From an optimization exercise on the open Yosys and OpenROAD flow, aimed at small area, a short achievable clock period and few clock cycles; shortcuts taken in it are not production practice.
The RTL was checked by simulation tests, not by an equivalence proof against the original design.
Power and IR drop assume default switching activity.

**design.v**
```verilog
module fu64_lzc8 (
    input  wire [7:0] x,
    output wire       nz,
    output wire [2:0] n
);
    assign nz = |x;
    assign n[2] = ~|x[7:4];
    wire [3:0] h = n[2] ? x[3:0] : x[7:4];
    assign n[1] = ~|h[3:2];
    wire [1:0] q = n[1] ? h[1:0] : h[3:2];
    assign n[0] = ~q[1];
endmodule
module fu64_lzc64 (
    input  wire [63:0] x,
    output wire [6:0]  n
);
    wire [7:0]  nz;
    wire [23:0] nb;
    genvar g;
    generate
        for (g = 0; g < 8; g = g + 1) begin : byte_lzc
            fu64_lzc8 u (.x(x[8*g+7:8*g]), .nz(nz[g]), .n(nb[3*g+2:3*g]));
        end
    endgenerate
    wire [7:0] z = ~nz;
    wire       b2 = &z[7:4];
    wire [3:0] zh = b2 ? z[3:0] : z[7:4];
    wire       b1 = &zh[3:2];
    wire [1:0] zq = b1 ? zh[1:0] : zh[3:2];
    wire       b0 = zq[1];
    wire [2:0] hi = {b2, b1, b0};
    wire [2:0] byte_idx = 3'd7 - hi;
    reg  [2:0] lo;
    always @(*) begin
        case (byte_idx)
            3'd0: lo = nb[2:0];
            3'd1: lo = nb[5:3];
            3'd2: lo = nb[8:6];
            3'd3: lo = nb[11:9];
            3'd4: lo = nb[14:12];
            3'd5: lo = nb[17:15];
            3'd6: lo = nb[20:18];
            default: lo = nb[23:21];
        endcase
    end
    assign n = (~|nz) ? 7'd64 : {1'b0, hi, lo};
endmodule
module fu64_add64 (
    input  wire [63:0] a,
    input  wire [63:0] b,
    input  wire        ci,
    output wire [63:0] s,
    output wire        co,
    output wire [63:0] px,       
    output wire [63:0] gx        
);
    wire [63:0] p0 = a ^ b;
    wire [63:0] g0 = (a & b) | {63'd0, p0[0] & ci};
    assign px = p0;
    assign gx = a & b;
    wire [63:0] g1 = g0 | (p0 & {g0[62:0], 1'b0});
    wire [63:0] p1 = p0 & {p0[62:0], 1'b1};
    wire [63:0] g2 = g1 | (p1 & {g1[61:0], 2'b0});
    wire [63:0] p2 = p1 & {p1[61:0], 2'b11};
    wire [63:0] g3 = g2 | (p2 & {g2[59:0], 4'b0});
    wire [63:0] p3 = p2 & {p2[59:0], 4'hf};
    wire [63:0] g4 = g3 | (p3 & {g3[55:0], 8'b0});
    wire [63:0] p4 = p3 & {p3[55:0], 8'hff};
    wire [63:0] g5 = g4 | (p4 & {g4[47:0], 16'b0});
    wire [63:0] p5 = p4 & {p4[47:0], 16'hffff};
    wire [63:0] g6 = g5 | (p5 & {g5[31:0], 32'b0});
    assign s  = p0 ^ {g6[62:0], ci};
    assign co = g6[63];
endmodule
module fu64 (
    input  wire        clk,
    input  wire        rst,
    input  wire        flush,
    input  wire        in_valid,
    output wire        in_ready,
    input  wire [4:0]  in_op,
    input  wire [63:0] in_a,
    input  wire [63:0] in_b,
    input  wire [19:0] in_imm,
    input  wire [63:0] in_pc,
    output wire        out_valid,
    input  wire        out_ready,
    output wire [63:0] out_result,
    output wire        out_taken,
    output wire        out_fault,
    output wire        out_div0
);
    localparam OP_ADD  = 5'd0,  OP_SUB  = 5'd1,  OP_AND  = 5'd2,  OP_OR   = 5'd3;
    localparam OP_XOR  = 5'd4,  OP_SLL  = 5'd5,  OP_SRL  = 5'd6,  OP_SRA  = 5'd7;
    localparam OP_MUL  = 5'd8,  OP_DIV  = 5'd9,  OP_DIVU = 5'd10, OP_REM  = 5'd11;
    localparam OP_REMU = 5'd12, OP_ADDI = 5'd13, OP_ANDI = 5'd14, OP_ORI  = 5'd15;
    localparam OP_XORI = 5'd16, OP_SLLI = 5'd17, OP_SRLI = 5'd18, OP_SRAI = 5'd19;
    localparam OP_LD   = 5'd20, OP_SD   = 5'd21, OP_BEQ  = 5'd22, OP_BNE  = 5'd23;
    localparam OP_BLT  = 5'd24, OP_BGE  = 5'd25, OP_LUI  = 5'd26, OP_JAL  = 5'd27;
    reg         x_v;
    reg  [63:0] A, B, P;
    reg  [11:0] I;
    reg         k_add, k_log, k_sh, k_br, k_mul, k_div;
    reg         k_jal;           
    reg         l_x, l_g;        
    reg         sh_left, sh_arith;
    reg  [1:0]  brt;             
    reg         add_sub;         
    reg         add_zx;          
    reg         one0, two0, neg0, one1, two1, neg1;    
    reg         d_signed, d_rem;
    reg         s_abs, s_lzc, s_algn, s_iter, s_fin;    
    reg  [6:0]  cnt;
    reg  [6:0]  lzq_a, lzq_b;   
    reg         xl_q;            
    reg         d_negq, d_negr, d_ovf, d_dz;
    reg         o_v;
    reg  [63:0] o_res;
    reg         o_tk, o_flt, o_dz;
    assign out_valid  = o_v;
    assign out_result = o_res;
    assign out_taken  = o_tk;
    assign out_fault  = o_flt;
    assign out_div0   = o_dz;
    wire i_add = (in_op == OP_ADD) || (in_op == OP_SUB) || (in_op == OP_ADDI) ||
                 (in_op == OP_LD) || (in_op == OP_SD) || (in_op == OP_LUI);
    wire i_log = (in_op == OP_AND) || (in_op == OP_OR) || (in_op == OP_XOR) ||
                 (in_op == OP_ANDI) || (in_op == OP_ORI) || (in_op == OP_XORI);
    wire i_sh  = (in_op == OP_SLL) || (in_op == OP_SRL) || (in_op == OP_SRA) ||
                 (in_op == OP_SLLI) || (in_op == OP_SRLI) || (in_op == OP_SRAI);
    wire i_br  = (in_op == OP_BEQ) || (in_op == OP_BNE) || (in_op == OP_BLT) ||
                 (in_op == OP_BGE) || (in_op == OP_JAL);
    wire i_mul = (in_op == OP_MUL);
    wire i_div = (in_op == OP_DIV) || (in_op == OP_DIVU) || (in_op == OP_REM) ||
                 (in_op == OP_REMU);
    wire i_sdiv = (in_op == OP_DIV) || (in_op == OP_REM);
    wire i_imm = (in_op >= OP_ADDI) && (in_op <= OP_SD);
    wire i_lui = (in_op == OP_LUI);
    wire i_jal = (in_op == OP_JAL);
    wire [14:0] ne_a, ne_b, top_a;
    genvar gj;
    generate
        for (gj = 0; gj < 15; gj = gj + 1) begin : grp
            assign ne_a[gj] = in_a[4*gj+6:4*gj+3] != {4{in_a[63]}};
            assign ne_b[gj] = in_b[4*gj+6:4*gj+3] != {4{in_b[63]}};
            assign top_a[gj] = |ne_a[14:gj];
        end
    endgenerate
    wire        mul_swap = i_mul && |(ne_b & ~top_a);
    wire        i_bz  = (in_b == 64'd0);
    wire        i_ovf = i_sdiv && (in_a == 64'h8000000000000000) && (&in_b);
    wire        i_abs = i_sdiv && (in_a[63] || in_b[63]);
    wire [63:0] imm64 = {{44{in_imm[19]}}, in_imm};
    wire [63:0] a_in  = mul_swap ? in_b : in_a;
    wire [63:0] b_in  = i_imm ? imm64 :
                        i_lui ? {imm64[51:0], 12'd0} :
                        mul_swap ? in_a :
                        {in_b[63:1] & {63{!i_ovf}}, (in_b[0] && !i_ovf) || (i_div && i_bz)};
    wire [63:0] add_x = add_zx ? 64'd0 : A;
    wire [63:0] add_y = add_sub ? ~B : B;
    wire [64:0] sum;
    wire [63:0] add_p, add_g;
    fu64_add64 u_add (.a(add_x), .b(add_y), .ci(add_sub), .s(sum[63:0]), .co(sum[64]),
                      .px(add_p), .gx(add_g));
    wire [63:0] log_res = (add_p & {64{l_x}}) | (add_g & {64{l_g}});
    function [63:0] rev64(input [63:0] v);
        integer i;
        for (i = 0; i < 64; i = i + 1) rev64[i] = v[63 - i];
    endfunction
    wire [63:0] sh_src = s_algn ? rev64(B) : (sh_left ? rev64(A) : A);
    wire [5:0]  sh_amt = s_algn ? lz_d[5:0] : B[5:0];
    wire        sh_fill = sh_arith && A[63];
    wire [127:0] sh_ext = {{64{sh_fill}}, sh_src} >> sh_amt;
    wire [63:0] sh_r   = sh_ext[63:0];
    wire [63:0] sh_res = (sh_left || s_algn) ? rev64(sh_r) : sh_r;
    wire        br_eq = &add_p;
    wire        br_lt = (A[63] != B[63]) ? A[63] : sum[63];
    wire        br_tk = k_jal ? 1'b0 :
                        (brt == 2'd0) ? br_eq :
                        (brt == 2'd1) ? !br_eq :
                        (brt == 2'd2) ? br_lt : !br_lt;
    wire [13:0] tl_t  = {1'b0, P[12:0]} + {1'b0, I, 1'b0};
    wire [13:0] tl_n  = {1'b0, P[12:0]} + 14'd4;
    wire [50:0] th    = P[63:13];
    wire [50:0] th_p  = th + 51'd1;
    wire [50:0] th_m  = th - 51'd1;
    wire        t_up  = br_tk ? (tl_t[13] & ~I[11]) : tl_n[13];
    wire        t_dn  = br_tk & ~tl_t[13] & I[11];
    wire [63:0] br_res = {t_up ? th_p : (t_dn ? th_m : th),
                          br_tk ? tl_t[12:0] : tl_n[12:0]};
    wire na_abs = d_signed && A[63];
    function [5:0] booth2(input [4:0] m);    
        booth2[5] = m[3] ^ m[2];                                       
        booth2[4] = (m[4] & ~m[3] & ~m[2]) | (~m[4] & m[3] & m[2]);    
        booth2[3] = m[4];                                              
        booth2[2] = m[1] ^ m[0];                                       
        booth2[1] = (m[2] & ~m[1] & ~m[0]) | (~m[2] & m[1] & m[0]);    
        booth2[0] = m[2];                                              
    endfunction
    wire [5:0] bsel_ia = booth2({in_a[3:0], 1'b0});
    wire [5:0] bsel_ib = booth2({in_b[3:0], 1'b0});
    wire [5:0] bsel_in = mul_swap ? bsel_ia : bsel_ib;
    wire [5:0] bsel_nx = booth2(B[7:3]);
    wire [63:0] A2   = {A[62:0], 1'b0};
    wire [63:0] pp0  = (({64{one0}} & A) | ({64{two0}} & A2)) ^ {64{neg0}};
    wire [63:0] m1   = ({64{one1}} & A) | ({64{two1}} & A2);
    wire [63:0] pp1  = {m1[61:0], 2'b00} ^ {64{neg1}};
    wire [63:0] cs_s = P ^ pp0 ^ pp1;
    wire [63:0] cs_c = {(P[62:0] & pp0[62:0]) | (P[62:0] & pp1[62:0]) | (pp0[62:0] & pp1[62:0]), neg1};
    wire [63:0] mul_acc;
    wire        mul_co;
    wire [63:0] mul_p, mul_g;
    fu64_add64 u_cpa (.a(cs_s), .b(cs_c), .ci(neg0), .s(mul_acc), .co(mul_co),
                      .px(mul_p), .gx(mul_g));
    wire        mul_last_nx = (&B[63:7]) || (~|B[63:7]);
    wire        last_ia = (&in_a[63:3]) || (~|in_a[63:3]);
    wire        last_ib = (&in_b[63:3]) || (~|in_b[63:3]);
    wire        mul_last_in = mul_swap ? last_ia : last_ib;
    wire [6:0]  lz_a, lz_b;
    fu64_lzc64 u_lza (.x(A), .n(lz_a));
    fu64_lzc64 u_lzb (.x(B), .n(lz_b));
    wire [6:0]  lz_d = lzq_b - lzq_a;
    wire        q_ge = sum[64];
    wire [63:0] q_nx = {P[62:0], q_ge};
    wire [63:0] r_nx = q_ge ? sum[63:0] : A;
    wire        neg_v = d_rem ? d_negr : d_negq;
    wire o_free = !o_v || out_ready;
    wire x_fire = x_v && xl_q && o_free;
    wire x_step = x_v && !xl_q;
    assign in_ready = !x_v || x_fire;
    wire accept = in_valid && in_ready && !rst && !flush;
    wire [63:0] x_res = ({64{k_add || k_div}} & sum[63:0]) |
                        ({64{k_log}} & log_res) |
                        ({64{k_sh}}  & sh_res) |
                        ({64{k_br}}  & br_res) |
                        ({64{k_mul}} & mul_acc);
    always @(posedge clk) begin
        if (rst || flush)
            o_v <= 1'b0;
        else if (o_free)
            o_v <= x_fire;
        if (x_fire) begin
            o_res <= x_res;
            o_tk  <= k_br && br_tk;
            o_flt <= k_div && d_ovf;
            o_dz  <= k_div && d_dz;
        end
    end
    always @(posedge clk) begin
        if (rst || flush)
            x_v <= 1'b0;
        else if (accept)
            x_v <= 1'b1;
        else if (x_fire)
            x_v <= 1'b0;
        if (accept) begin
            A        <= a_in;
            B        <= b_in;
            P        <= (i_mul || i_div) ? 64'd0 : in_pc;
            I        <= in_imm[11:0];
            k_add    <= i_add;
            k_log    <= i_log;
            k_sh     <= i_sh;
            k_br     <= i_br;
            k_jal    <= i_jal;
            k_mul    <= i_mul;
            k_div    <= i_div;
            l_x      <= !((in_op == OP_AND) || (in_op == OP_ANDI));
            l_g      <= !((in_op == OP_XOR) || (in_op == OP_XORI));
            sh_left  <= (in_op == OP_SLL) || (in_op == OP_SLLI);
            sh_arith <= (in_op == OP_SRA) || (in_op == OP_SRAI);
            brt      <= in_op[1:0] - 2'd2;
            add_sub  <= (in_op == OP_SUB) || i_br || (i_sdiv && in_b[63] && !i_ovf) ||
                        (i_div && !i_abs);
            add_zx   <= (i_div && i_abs) || i_lui;
            if (i_div) begin
                {one1, two1, neg1} <= 3'b000;
                {one0, two0, neg0} <= {2'b10, i_sdiv && in_a[63]};
            end else begin
                {one1, two1, neg1, one0, two0, neg0} <= bsel_in;
            end
            d_signed <= i_sdiv;
            d_rem    <= (in_op == OP_REM) || (in_op == OP_REMU);
            s_abs    <= i_div && i_abs && !i_ovf;
            s_lzc    <= i_div && !i_abs;
            d_negq   <= 1'b0;
            d_negr   <= 1'b0;
            d_ovf    <= i_ovf;
            d_dz     <= i_bz;
            s_algn   <= 1'b0;
            s_iter   <= 1'b0;
            s_fin    <= i_ovf;
            xl_q     <= i_add || i_log || i_sh || i_br || (i_mul && mul_last_in) || i_ovf;
        end else if (x_step && k_mul) begin
            xl_q  <= mul_last_nx;
            A     <= {A[59:0], 4'd0};
            B     <= {{4{B[63]}}, B[63:4]};
            P     <= mul_acc;
            {one1, two1, neg1, one0, two0, neg0} <= bsel_nx;
        end else if (x_step && s_abs) begin
            A      <= mul_acc;
            B      <= sum[63:0];
            d_negq <= na_abs ^ (d_signed && B[63]);
            d_negr <= na_abs;
            add_sub <= 1'b1;
            add_zx  <= 1'b0;
            s_abs  <= 1'b0;
            s_lzc  <= 1'b1;
        end else if (x_step && s_lzc) begin
            s_lzc <= 1'b0;
            lzq_a <= lz_a;
            lzq_b <= lz_b;
            if (!q_ge) begin
                B       <= d_rem ? r_nx : q_nx;
                add_sub <= neg_v;
                add_zx  <= 1'b1;
                s_fin   <= 1'b1;
                xl_q    <= 1'b1;
            end else begin
                s_algn <= 1'b1;
            end
        end else if (x_step && s_algn) begin
            B       <= sh_res;
            cnt     <= lz_d;
            s_algn  <= 1'b0;
            s_iter  <= 1'b1;
        end else if (x_step && s_iter) begin
            A   <= r_nx;
            P   <= q_nx;
            cnt <= cnt - 7'd1;
            if (cnt == 7'd0) begin
                B       <= d_rem ? r_nx : q_nx;
                add_sub <= neg_v;
                add_zx  <= 1'b1;
                s_iter  <= 1'b0;
                s_fin   <= 1'b1;
                xl_q    <= 1'b1;
            end else begin
                B <= {1'b0, B[63:1]};
            end
        end
    end
endmodule
```
**run.sh**
```bash
#!/bin/bash
# synth_recipe.tcl (not shown) runs the flow's synth.tcl, then flattens the netlist and writes it again
# the make line also repeats each setting of config.mk as NAME=value (left out here)
make -C /OpenROAD-flow-scripts/flow DESIGN_CONFIG=/design/flow/config.mk WORK_HOME=/design/flow/orfs CLKGATE_MAP_FILE= SYNTH_SCRIPT=/design/flow/synth_recipe.tcl finish
```
**config.mk**
```make
export PLATFORM = sky130hd
export DESIGN_NAME = fu64
export DESIGN_NICKNAME = fu64
export VERILOG_FILES = /design/flow/design.v
export SDC_FILE = /design/flow/constraint.sdc
export NUM_CORES = 4
export LEC_CHECK = 0
export CAP_MARGIN = 20
export CORE_MARGIN = 2
export CORE_UTILIZATION = 35
export PLACE_DENSITY = 0.55
export SETUP_SLACK_MARGIN = 5
export SLEW_MARGIN = 20
export TNS_END_PERCENT = 0
```
**constraint.sdc**
```tcl
create_clock -name core_clock -period 9.0 [get_ports {clk}]
set_input_delay 1.8000 -clock core_clock [delete_from_list [all_inputs] [get_ports {clk}]]
set_output_delay 1.8000 -clock core_clock [all_outputs]
set_load 0.01 [all_outputs]
```
==> impl_metrics.json, run 1 <==
{
  "r2r_setup_slack_ps": 3370,
  "cts_tree": "built",
  "finClkSkew_ps": 37.2,
  "holdBufCountCts": 0,
  "p_leak_nw": 21.0,
  "crit_path_start": "s_algn",
  "worstSetupPathType": "reg2reg",
  "crit_end": "o_res[17]",
  "syn-instance-count": 6072,
  "synth_compound_area_frac": 0.316,
  "rsz0062_at_grt": "true",
  "fmax_ghz": 0.178,
  "synthAdderAreaFrac": 0.0693,
  "fin_crit_ps": 5630,
  "critPathRequiredTime_ps": 9330,
  "area_growth_pct": 22.4,
  "synth.yosys.seq_area_share": 0.208,
  "final-hold-violation-count": 0,
  "place_ws_ps": 2040,
  "syn_area_um2": 46800,
  "numClockSinks": 326,
  "critPathMaxFanout": 34,
  "hp-class": "reg2reg",
  "post-route-util": 0.430,
  "setup_violations": 0,
  "startpoint_type": "flip-flop",
  "routed_wirelength_um": 354000,
  "grt_overflow": 0,
  "synth.area.mux_share": 0.0943,
  "cts.clk_slew.worst_paths_ps": 70,
  "r2r-end": "o_res[17]",
  "ys_warn_count": 2,
  "synth_xor_area_frac": 0.0696,
  "grt_usage": 0.495,
  "status": "finished clean",
  "power_mw": 7.77,
  "ctsHtreeMaxLevel": 2,
  "clk_latency_ps": 690,
  "grt_start_max_net_pins": 99,
  "vias": 59100,
  "die-width_um": 370,
  "syn_area_per_cell_um2": 7.71,
  "fin_nets": 6636,
  "final_cell_mix": "nand2_1, a21oi_1, nor2_1",
  "synth.distinct_cells": 103,
  "grt_pass1_vias": 53800,
  "gp_congestion": 1.10,
  "die_h_um": 370,
  "die_area_um2": 137000,
  "reg2reg_from": "s_algn",
  "ant_nets": 0,
  "numCtsBuffers": 48,
  "setup_tns_ps": 0,
  "detail_route.first_pass.iterations": 15,
  "io_pins": 291,
  "power.density_nw_per_um2": 136,
  "vdd_drop_max_v": 0.000106,
  "grt_pass1_wl_um": 468000,
  "fin_crit_sh": 0.625,
  "mostFrequentLayoutCell": "nand2_1",
  "port_buffers": 290,
  "avgRoutedWirePerCell_um": 44.2,
  "max-slew-margin-rel": 0.0787,
  "drive_above_1_share": 0.163,
  "clock_tree.buffer_depth": 3,
  "yosys.area_share.simple": 0.180,
  "cap_violations": 0,
  "drc_errors": 0,
  "dp_hpwl_um": 264000,
  "worst_slack_ps": 3370,
  "ys.flop_type": "edfxtp_1",
  "core_um2": 133000,
  "rows": 134,
  "synth_top_family_by_area": "compound AO/OA/AOI/OAI gates",
  "synthArstFlopShare": 0,
  "tightest_slew_ps": 1380,
  "rr_worst_depth": 12,
  "slew_viol_final": 0,
  "start_util": 0.352,
  "critPathCaptureType": "flip-flop",
  "drt_iter0_markers": 11800,
  "syn-num-nets": 6513,
  "antenna_found_initial": 34,
  "via_per_inst": 7.38,
  "synth_edf_count": 320,
  "cts_root_buffer": "clkbuf_16",
  "critPathArrivalTime_ps": 5960,
  "ys_ff_latch": 326
}
[synthesized netlist by cell type (103+ instances only)]
| cell type | instances | area [um^2] |
|---|---|---|
| a22oi_1 | 169 | 1270 |
| mux2i_1 | 308 | 3080 |
| a21oi_1 | 590 | 2950 |
| edfxtp_1 | 320 | 9610 |
| nand3_1 | 114 | 571 |
| xnor2_1 | 242 | 2120 |
| o21ai_0 | 443 | 2220 |
| nand2_1 | 575 | 2160 |
| ha_1 | 152 | 1900 |
| nand4_1 | 106 | 663 |
| nor2_1 | 475 | 1780 |
| a221oi_1 | 104 | 911 |
| xor2_1 | 130 | 1140 |
| clkbuf_1 | 527 | 1980 |
| mux2_2 | 103 | 1160 |
| inv_1 | 133 | 499 |
[metrics by stage]
stage               std cells  hold slack [ps]  instance area (um^2)
finish                   8015              460                 57300
global route             8001              500                 57200
CTS                      7970              459                 56400
detailed placement       7761              448                 51800
global placement         7760              438                 51800
floorplan                6072              431                 46900
[where the power goes]
part	switching, mW	total [mW]	internal, mW
sequential	0.0876	1.83	1.74
combinational	2.61	3.84	1.23
clock	0.917	2.10	1.18
[state kept, by name, summed over array words and instances (netlist names), 2 cells and up]
signal / flops
A: 64
B: 64
P: 64
o_res: 64
I: 12
cnt: 7
lzq_a: 7
lzq_b: 7
brt: 2
[critical path: stages, from the launching register on]
cell      delay (ps)
dfxtp_2          760
buf_4            560
o21ai_0          430
mux2i_1          670
and2_1           280
o31a_1           530
nand2_1          120
nand2_1          300
o22ai_1          110
nor2_1           590
nor2_1            90
o21ai_1          480
o211ai_1         330
[how the worst min path moves through the flow]
stage	endpoint	slack, ps	from	cells after the start
after detailed placement	d_negr	450	d_negr	2
after CTS	d_negr	460	d_negr	2
final	d_negr	460	d_negr	2
after global placement	d_negr	440	d_negr	2
after floorplan	d_negq	430	d_negq	2
after global routing	d_negr	500	d_negr	2
[final cells by class]
cell class / instances / area, um^2
diodes: 15 / 37.5
clock buffers: 63 / 1290
clock inverters: 24 / 319
fillers: 13600 / 75800
inverters: 136 / 517
multi-input cells: 4975 / 36400
flip-flops and latches: 326 / 9730
well taps: 1768 / 2210
repair buffers: 708 / 6750
[kinds of logic after synthesis]
kind of cell               Yosys count
muxes                              419
AOI/OAI and AO/OA                 2198
xor gates and xnor gates           372
adders and majority gates          219
buffers and inverters              774
DFF                                326
and+or+nand+nor                   1764
[metal layers]
layer | track usage | vias to the layer above | share of wire
met5 | 0.0118 | - | 0.0014
met4 | 0.325 | 40 | 0.086
met3 | 0.228 | 1261 | 0.16
met2 | 0.650 | 5459 | 0.37
met1 | 0.637 | 29000 | 0.38
li1 | - | 23300 | -
[repair_timing]
| action | in CTS | in global routing |
|---|---|---|
| gates cloned | 13 | 2 |
| setup buffers | 109 | 28 |
| gates resized for setup | 379 | 120 |
| setup endpoints to repair | 531 | 507 |
| pin swaps | 77 | 54 |
Testbench counts, summed over its fixed seeds: cycles 17,679.
==> run 2: changes to the inputs <==
--- a/config.mk
+++ b/config.mk
@@ -7,7 +7,7 @@
 export LEC_CHECK = 0
 export CAP_MARGIN = 20
 export CORE_MARGIN = 2
-export CORE_UTILIZATION = 35
+export CORE_UTILIZATION = 45
 export PLACE_DENSITY = 0.55
 export SETUP_SLACK_MARGIN = 5
 export SLEW_MARGIN = 20
==> impl_metrics.json, run 2 <==
{
  "status": "finished clean",
  "syn-instance-count": 6072,
  "die-width_um": 327,
  "power.density_nw_per_um2": 132,
  "numCtsBuffers": 46,
  "cts_root_buffer": "clkbuf_16",
  "fmax_ghz": 0.181,
  "rsz0062_at_grt": "true",
  "avgRoutedWirePerCell_um": 42.2,
  "ctsHtreeMaxLevel": 2,
  "register_area_um2": 9730,
  "syn_area_um2": 46800,
  "cts.clk_slew.worst_paths_ps": 60,
  "mostFrequentLayoutCell": "nand2_1",
  "synth_edf_count": 320,
  "multi_input_area_um2": 36400,
  "startpoint_type": "flip-flop",
  "setup_violations": 0,
  "fin_hold_ws_ps": 481,
  "drc_errors": 0,
  "holdBufCountCts": 0,
  "drt_iter0_markers": 13300,
  "area_growth_pct": 20.8,
  "synthArstFlopShare": 0,
  "io_pins": 291,
  "power_mw": 7.44,
  "numClockSinks": 326,
  "fin_crit_ps": 5520,
  "p_seq_frac": 0.245,
  "critPathRequiredTime_ps": 9480,
  "grt_overflow": 0,
  "critPathArrivalTime_ps": 6000,
  "slowest_delay_ps": 850,
  "hp-class": "reg2reg",
  "fin_area_um2": 56500,
  "clock_tree.buffer_depth": 3,
  "synth_common_cells": "a21oi_1, nand2_1, clkbuf_1, nor2_1, o21ai_0",
  "synth_area_leaders": "edfxtp_1, mux2i_1, a21oi_1, o21ai_0, nand2_1",
  "finClkSkew_ps": 20.1,
  "core_um2": 103000,
  "slew_viol_final": 0,
  "tightest_slew_ps": 1300,
  "fillers": 9856,
  "synth.distinct_cells": 103,
  "clk_latency_ps": 680,
  "yosys.area.top_type_share": 0.205,
  "setup_tns_ps": 0,
  "ant_nets": 0,
  "intPower_mw": 4.06,
  "cp_cell_sequence": "inv_1, ha_1, inv_1, fa_1, xor2_1, buf_4, mux2_4, buf_4, buf_4, a211oi_1, a21oi_1, a21oi_1, mux2i_1, o22ai_1, nor2_1, a21oi_1, o221ai_1",
  "cap_violations": 0,
  "worstSetupPathType": "reg2reg",
  "critPathMaxFanout": 7,
  "critPathCaptureType": "flip-flop",
  "die_h_um": 327,
  "die_area_um2": 107000,
  "cp_num_buf_inv": 5,
  "ys_warn_count": 2,
  "p_leak_nw": 20.9,
  "grt_pass1_wl_um": 430000,
  "final_cell_mix": "nand2_1, a21oi_1, nor2_1",
  "synth.yosys.seq_area_share": 0.208,
  "syn_area_per_cell_um2": 7.71,
  "switching_share": 0.455,
  "yosysMostFrequentCell": "a21oi_1",
  "syn-num-nets": 6513,
  "yosysTopAreaCell": "edfxtp_1",
  "drive_above_1_share": 0.158,
  "detail_route.first_pass.iterations": 15,
  "rows": 118,
  "final-hold-violation-count": 0,
  "fin_nets": 6608,
  "gp_congestion": 1.17,
  "fin_crit_sh": 0.613,
  "ys.flop_type": "edfxtp_1",
  "port_buffers": 290,
  "cp_slowest_cell": "nor2_1",
  "dp_hpwl_um": 234000,
  "max-slew-margin-rel": 0.137,
  "placed_area_um2": 51100,
  "routed_wirelength_um": 321000,
  "vias": 60200,
  "antenna_found_initial": 34,
  "pwr-share-comb": 0.489,
  "netSwitchingPower_mw": 3.38,
  "cts_tree": "built",
  "via_per_inst": 7.92,
  "start_util": 0.453,
  "grt_usage": 0.570,
  "grt_pass1_vias": 53800,
  "cp_top_family": "compound AO/OA/AOI/OAI gates",
  "vdd_drop_max_v": 0.000135,
  "pwr-share-clk": 0.266,
  "grt_start_max_net_pins": 98,
  "ys_ff_latch": 326
}
-- run 2: final timing paths --
check | from | end | slack [ps] | cells after the start
worst max-delay path | lzq_b[0] | o_res[8] | 3480 | 17
worst min register to register | d_negr | d_negr | 480 | 2
worst max register to register | lzq_b[0] | o_res[8] | 3480 | 17
worst min-delay path | d_negr | d_negr | 480 | 2
-- run 2: power groups by stage --
stage / combinational [mW] / clock, mW / sequential [mW]
6_report: 3.64 / 1.98 / 1.82
2_1_floorplan: 1.69 / 0 / 1.81
3_5_place_dp: 2.93 / 0 / 1.86
5_1_grt: 3.64 / 1.99 / 1.82
4_1_cts: 3.22 / 1.94 / 1.82
3_3_place_gp: 2.94 / 0 / 1.85
-- run 2: final cells by class --
type / count / area share
multi-input combinational: 4973 / 0.643
sequential: 326 / 0.172
timing repair buffer: 684 / 0.117
tap: 1380 / 0.0305
clock buffer: 54 / 0.0209
inverter: 136 / 0.00914
clock inverter: 30 / 0.00567
antenna: 24 / 0.00106
-- run 2: repair_timing --
| item | in CTS | in global routing |
|---|---|---|
| gates cloned | 14 | 2 |
| setup buffers | 118 | 23 |
| endpoints found under the setup margin | 496 | 501 |
| resized for setup | 332 | 173 |
| pin swaps | 97 | 67 |
-- run 2: kinds of logic (layout without fill, tap and decap cells) --
logic type / Yosys count / count (layout) / share of synthesized area
adders and majority gates: 219 / 219 / 0.0693
muxes: 419 / 420 / 0.0943
AOI/OAI and AO/OA: 2198 / 2198 / 0.316
other: 0 / 24 / 0
and+or+nand+nor: 1764 / 1764 / 0.180
buffers and inverters: 774 / 904 / 0.0634
DFF: 326 / 326 / 0.208
xor gates and xnor gates: 372 / 372 / 0.0696
-- run 2: routing by layer --
metal  track usage  routed length (um)  part of all wire  vias to the layer above
met5        0.0657                1520            0.0047                        -
met4         0.405               33200              0.10                       41
met3         0.332               60000              0.19                     1910
met2         0.743              116000              0.36                     6540
met1         0.683              110000              0.34                    28500
li1              -                   -                 -                    23300
-- run 2: through the flow --
step	instances	utilization	setup WS (ps)
3_5_place_dp	7342	0.494	2070
2_1_floorplan	6072	-	3650
4_1_cts	7558	0.537	3870
3_3_place_gp	7342	0.494	2060
6_report	7607	0.547	3480
5_1_grt	7589	0.547	3600
-- run 2: worst min-delay path: stages, from the launching register on --
cell	delay, ps
dfxtp_1	320
nand2_1	60
a21oi_1	60

port drivers added, routing unchanged:
In the flow no input, the clock included, has a driving cell. The finished layouts below were timed again as built, in two steps.
Step 1 assumes that a clkbuf_16 drives the clock port and a buf_2 every other input.
Step 2 adds t to the input delays and takes it off the output delays; t is the mean of the earliest and latest rising clock arrival at the registers after step 1. Input paths then give back, and output paths get back, about the clock's delay inside the block.
Slacks: no drivers / after step 1 / after step 2; pairs: no drivers / after step 1.
| run | t, ns | setup WS [ns] | worst hold slack (ns) | worst slew at a driven data input, ns |
|---|---|---|---|---|
| run 1 | 0.755 | 3.373 / 3.373 / 2.960 | 0.460 / 0.460 / 0.460 | 0.15 |
| run 2 | 0.754 | 3.482 / 3.482 / 3.012 | 0.481 / 0.481 / 0.481 | 0.12 |
After both steps setup and hold are still met in every run listed. For run 2, which loses most, drivers alone change the setup slack by 0.000 ns; drivers and shift together by -0.470 ns.
